Background: an optimization exercise with open tools, aiming at small area, a short achievable clock period and few clock cycles. Do not read the settings as production practice. Where RTL was checked, it was by simulation tests only, not by an equivalence proof against the original.

## main
==> flow/design.v (excerpt) <==
module sha256_stream (
    input  wire         clk,
    input  wire         rst,           
    input  wire         start,         
    input  wire         mode,          
    input  wire         in_valid,
    output wire         in_ready,
    input  wire [31:0]  in_data,       
    input  wire         in_last,
    input  wire [2:0]   in_nbytes,     
    output wire [255:0] digest,
    output wire         digest_valid
);
    reg         busy;       
    reg         pre;        
    reg  [6:0]  t;          
    reg  [3:0]  slot;       
    reg  [5:0]  kidx;       
    reg         open;       
    reg         need80;     
    reg         fits;       
    reg         fin;        
    reg         done;       
    reg         m224;       
    reg         rotating;   
    reg  [3:0]  rot;        
    reg  [15:0] nbytes;     
    reg  [31:0] a, b, c, d, e, f, g, h;
    reg  [31:0] p, q;               
    reg  [31:0] p0, p1, p2, p3;     
    reg  [31:0] q0, q1, q2, q3;     
    reg  [31:0] w [0:15];           
    integer i;
    wire        t63   = (t == 7'd63);
    wire        t64   = t[6];
    wire        emit  = t64 || t63 || (t < 7'd14);
    wire        want  = busy && emit && open;   
    wire        stall = want && (rotating || !in_valid);
    wire        adv   = busy && !stall;         
    wire        rnd   = adv && !pre;            
    wire        fold  = (t >= 7'd61);           
    assign in_ready     = want && !rotating;
  ...
==> flow/config.mk <==
export PLATFORM = sky130hd
export DESIGN_NAME = sha256_stream
export DESIGN_NICKNAME = sha256_stream
export VERILOG_FILES = /design/flow/design.v
export SDC_FILE = /design/flow/constraint.sdc
export NUM_CORES = 4
export LEC_CHECK = 0
export CAP_MARGIN = 20
export CORE_MARGIN = 2
export CORE_UTILIZATION = 40
export SETUP_SLACK_MARGIN = 4
export SLEW_MARGIN = 20
==> flow/constraint.sdc <==
create_clock -name core_clock -period 10.0 [get_ports {clk}]
set_input_delay 2.0000 -clock core_clock [delete_from_list [all_inputs] [get_ports {clk}]]
set_output_delay 2.0000 -clock core_clock [all_outputs]
set_load 0.01 [all_outputs]
run.sh (not shown) runs the stock make flow with config.mk's settings and CLKGATE_MAP_FILE= SYNTH_SCRIPT=/design/flow/synth_recipe.tcl, a recipe that flattens the netlist after the stock synthesis.
--- input diff main..the feature branch ---
# main
export LEC_CHECK = 0
export CAP_MARGIN = 20
export CORE_MARGIN = 2
export CORE_UTILIZATION = 40
export SETUP_SLACK_MARGIN = 4
export SLEW_MARGIN = 20
create_clock -name core_clock -period 10.0 [get_ports {clk}]
# the feature branch
export LEC_CHECK = 0
export CAP_MARGIN = 20
export CORE_MARGIN = 2
export CORE_UTILIZATION = 40
export SETUP_SLACK_MARGIN = 5
export SLEW_MARGIN = 20
create_clock -name core_clock -period 10.0 [get_ports {clk}]
- Compare main and the feature branch | signal arrival time at the worst endpoint lower: the feature branch
- Routed wire length on met3 (the feature branch vs. main) increases by a little under 10%
- Comparing main with the feature branch, the worst hold slack across all endpoints came out essentially unchanged.
- The faster design of the two is the feature branch; main tops out lower.
No run of this note included a check of the RTL's function; only the layout flow was run.

* * *

## trial 29
Another version of the RTL of sha256_stream (not shown whole).
Size: roughly 5800 cells after synthesis, ~1100 flip-flops, roughly 300 I/O pins, about 58000 um^2 of cells after synthesis.
Settings: LEC_CHECK=0, CAP_MARGIN=20, CORE_MARGIN=2, CORE_UTILIZATION=40, SETUP_SLACK_MARGIN=4, SLEW_MARGIN=20; clock period 10.0 ns.
> inputs changed (trial 29 -> trial 40)
-- flow/config.mk --
<<< trial 29, line 11
export SETUP_SLACK_MARGIN = 4
>>> trial 40, line 11
export SETUP_SLACK_MARGIN = 5
Notes after the runs:
- ~same site row count in trial 29 and trial 40
- Looking at total number of vias, trial 40 sits 466 higher than trial 29 does.
- Against trial 29 as the reference, trial 40 delivers a lower sequential share of layout area.
No functional check of the RTL was part of any run of this note.

* * *

sha256_stream, a different RTL version from the one above (not shown whole).
Size in the first run: ~5700 cells after synthesis, about 1200 flip-flops, about 300 I/O pins, ~0.058 mm^2 of cells after synthesis.
Settings: LEC_CHECK=0, CAP_MARGIN=20, CORE_MARGIN=2, CORE_UTILIZATION=70, CTS_BUF_LIST=sky130_fd_sc_hd__clkbuf_8, CTS_CLUSTER_SIZE=30, SETUP_SLACK_MARGIN=5, SLEW_MARGIN=20, TNS_END_PERCENT=20; clock period 10.0 ns.
Testbench counts at the start, summed over its fixed seeds: cycles 49,063.
Change:
--- a/flow/config.mk
+++ b/flow/config.mk
@@ -9,7 +9,4 @@
 export CORE_MARGIN = 2
-export CORE_UTILIZATION = 70
-export CTS_BUF_LIST = sky130_fd_sc_hd__clkbuf_8
-export CTS_CLUSTER_SIZE = 30
+export CORE_UTILIZATION = 60
 export SETUP_SLACK_MARGIN = 5
 export SLEW_MARGIN = 20
-export TNS_END_PERCENT = 20
Effect: The changed run finished with timing, DRC and antenna clean. Setup slack improved by 0.35 ns. Utilization shrinks by 11 points. Global-route usage shrinks by 5.9 points. Clock-buffer cell count shrinks by 71.
Change:
--- a/flow/config.mk
+++ b/flow/config.mk
@@ -10,2 +10,4 @@
 export CORE_UTILIZATION = 60
+export CTS_BUF_LIST = sky130_fd_sc_hd__clkbuf_8
+export CTS_CLUSTER_SIZE = 30
 export SETUP_SLACK_MARGIN = 5
Result: Utilization goes down by 0.25 points. Final cell count grows by 1.7%. Via count goes up by 0.67%.
Change:
==> flow/flow/run.sh (new file) <==
#!/bin/bash
# The standard layout (standard.sh), except that the port buffers that
# the standard flow puts on every input and output are buf_2 cells instead of
# the flow's default choice. make's full output goes to flow.log.
set -euo pipefail
sed 's#^make -C \(\S*\) #make -C \1 BUFFER_PORTS_ARGS="-buffer_cell sky130_fd_sc_hd__buf_2" #' standard.sh > standard_b.sh
grep -q 'BUFFER_PORTS_ARGS' standard_b.sh
bash standard_b.sh > flow.log 2>&1
==> flow/standard.sh (new file) <==
#!/bin/bash
# synth_recipe.tcl (not shown) runs the flow's synth.tcl, then flattens the netlist and writes it again
# the make line also repeats each setting of config.mk as NAME=value (left out here)
make -C /OpenROAD-flow-scripts/flow DESIGN_CONFIG=/design/flow/config.mk WORK_HOME=/design/flow/orfs CLKGATE_MAP_FILE= SYNTH_SCRIPT=/design/flow/synth_recipe.tcl "${@:-finish}"
removed: flow/run.sh
Clock skew came out lower by 0.020 ns.
Cell area falls by 2.2%.
Hold slack gains 0.015 ns.
Via count barely changes.
Critical path depth does not change.
Utilization came out lower by 1.5 points.
Global-route usage decreases by 0.23 points.
Final cell count is about the same.

* * *

job 4136:
sha256_stream, a different RTL version from the one above (not shown whole).
For scale: ~1200 flip-flops, about 300 I/O pins, ~55000 µm² of cells after synthesis.
export LEC_CHECK = 0
export CAP_MARGIN = 20
export CORE_MARGIN = 2
export CORE_UTILIZATION = 60
export CTS_BUF_LIST = sky130_fd_sc_hd__clkbuf_8
export CTS_CLUSTER_SIZE = 30
export SETUP_SLACK_MARGIN = 5
export SLEW_MARGIN = 20
create_clock -name core_clock -period 10.0 [get_ports {clk}]
standard.sh (not shown) runs the stock make flow with config.mk's settings and CLKGATE_MAP_FILE= SYNTH_SCRIPT=/design/flow/synth_recipe.tcl, a recipe that flattens the netlist after the stock synthesis.
==> flow/flow/run.sh <==
#!/bin/bash
set -euo pipefail
sed 's#^make -C \(\S*\) #make -C \1 BUFFER_PORTS_ARGS="-buffer_cell sky130_fd_sc_hd__buf_2" #' standard.sh > standard_b.sh
grep -q 'BUFFER_PORTS_ARGS' standard_b.sh
bash standard_b.sh > flow.log 2>&1
Job 4136 has completed all stages; timing, DRC and antenna checks passed.
Testbench counts of job 4136, summed over its fixed seeds: cycles 49,063.
> inputs changed (job 4136 -> job 4620)
==> flow/run.sh (new file) <==
#!/bin/bash
# synth_recipe.tcl (not shown) runs the flow's synth.tcl, then flattens the netlist and writes it again
# the make line also repeats each setting of config.mk as NAME=value (left out here)
make -C /OpenROAD-flow-scripts/flow DESIGN_CONFIG=/design/flow/config.mk WORK_HOME=/design/flow/orfs CLKGATE_MAP_FILE= SYNTH_SCRIPT=/design/flow/synth_recipe.tcl finish
removed: flow/flow/run.sh
removed: flow/standard.sh
==> summary.txt <==
Job 4620: hold slack is 0.026 ns lower than what job 4136 reported. [compare] base=job 4136 new=job 4620: final worst-path cycle share was more or less identical, count of cell instances traversed by the critical path went up by 2, fmax was more or less identical, worst reg-to-reg path cell count went up by 2. Layout multi-input combinational cell count: job 4136 vs job 4620 — no meaningful difference.

* * *

sha256_stream, a different RTL version from the one above (not shown whole).
Size in the first run: about 5200 cells after synthesis, roughly 300 I/O pins, ~56000 µm² of cells after synthesis.
## sha256_stream
module sha256_stream (
    input  wire         clk,
    input  wire         rst,           
    input  wire         start,         
    input  wire         mode,          
    input  wire         in_valid,
    output wire         in_ready,
    input  wire [31:0]  in_data,       
    input  wire         in_last,
    input  wire [2:0]   in_nbytes,     
    output wire [255:0] digest,
    output wire         digest_valid
);
Settings: LEC_CHECK=0, CAP_MARGIN=20, CORE_MARGIN=2, CORE_UTILIZATION=60, CTS_BUF_LIST=sky130_fd_sc_hd__clkbuf_8, CTS_CLUSTER_SIZE=30, SETUP_SLACK_MARGIN=5, SLEW_MARGIN=20; clock period 10.0 ns.
==> flow/flow/run.sh <==
#!/bin/bash
set -euo pipefail
sed -e 's/SETUP_SLACK_MARGIN=[0-9.]*/SETUP_SLACK_MARGIN=5.8/' \
    -e 's#^make -C \(\S*\) #make -C \1 BUFFER_PORTS_ARGS="-buffer_cell sky130_fd_sc_hd__buf_2" #' \
    standard.sh > standard_b.sh
grep -q 'BUFFER_PORTS_ARGS' standard_b.sh
grep -q 'SETUP_SLACK_MARGIN=5.8' standard_b.sh
bash standard_b.sh > flow.log 2>&1
Change:
==> flow/run.sh (new file) <==
#!/bin/bash
# synth_recipe.tcl (not shown) runs the flow's synth.tcl, then flattens the netlist and writes it again
# the make line also repeats each setting of config.mk as NAME=value (left out here)
make -C /OpenROAD-flow-scripts/flow DESIGN_CONFIG=/design/flow/config.mk WORK_HOME=/design/flow/orfs CLKGATE_MAP_FILE= SYNTH_SCRIPT=/design/flow/synth_recipe.tcl finish
removed: flow/flow/run.sh
removed: flow/standard.sh
Via count decreases slightly; die area stays the same; synthesized area stays the same; sequential share of layout area is about the same; global-route usage falls by 0.71 points.
Function was not checked in any run of this note: the RTL went through the layout flow alone.

-- static timing again, ports no longer ideal --
Ports are ideal in the flow. The routed layouts listed here were re-timed in OpenROAD. Step 1 sets driving cells, clkbuf_16 on the clock port and buf_2 on the other inputs (assumed; they add their load-dependent delay and slew). Step 2 times the ports against the registers' clock, not the clock port: input delays grow and output delays shrink by t, the midpoint of the rising clock arrivals with the driver on. Three values: ideal, step 1, step 2; two values: the first two.
| run | t, ns | setup slack, ns | worst setup path at the end |
|---|---|---|---|
| main | 0.863 | 4.138 / 4.138 / 3.395 | input to register |
| the feature branch | 0.822 | 4.910 / 4.960 / 4.138 | input to register |
| trial 29 | 0.833 | 4.099 / 4.099 / 4.099 | register to register |
| trial 40 | 0.837 | 4.096 / 4.096 / 4.096 | register to register |
| the first run of note 3 | 0.949 | 4.558 / 4.558 / 4.558 | register to register |
| the second run of note 3 | 0.805 | 4.904 / 4.904 / 4.904 | register to register |
| the third run of note 3 | 0.977 | 4.919 / 4.919 / 4.919 | register to register |
| the fourth run of note 3 | 0.976 | 4.784 / 4.784 / 4.784 | register to register |
| job 4136 | 0.972 | 5.049 / 5.049 / 5.049 | register to register |
| job 4620 | 0.992 | 5.052 / 5.052 / 5.052 | register to register |
| the first run of note 5 | 0.991 | 4.607 / 4.607 / 4.607 | register to register |
| the second run of note 5 | 1.003 | 4.656 / 4.656 / 4.656 | register to register |
After both steps every run listed still meets setup and hold. For the feature branch, which loses most, drivers alone change the setup slack by +0.050 ns; drivers and shift together by -0.772 ns.
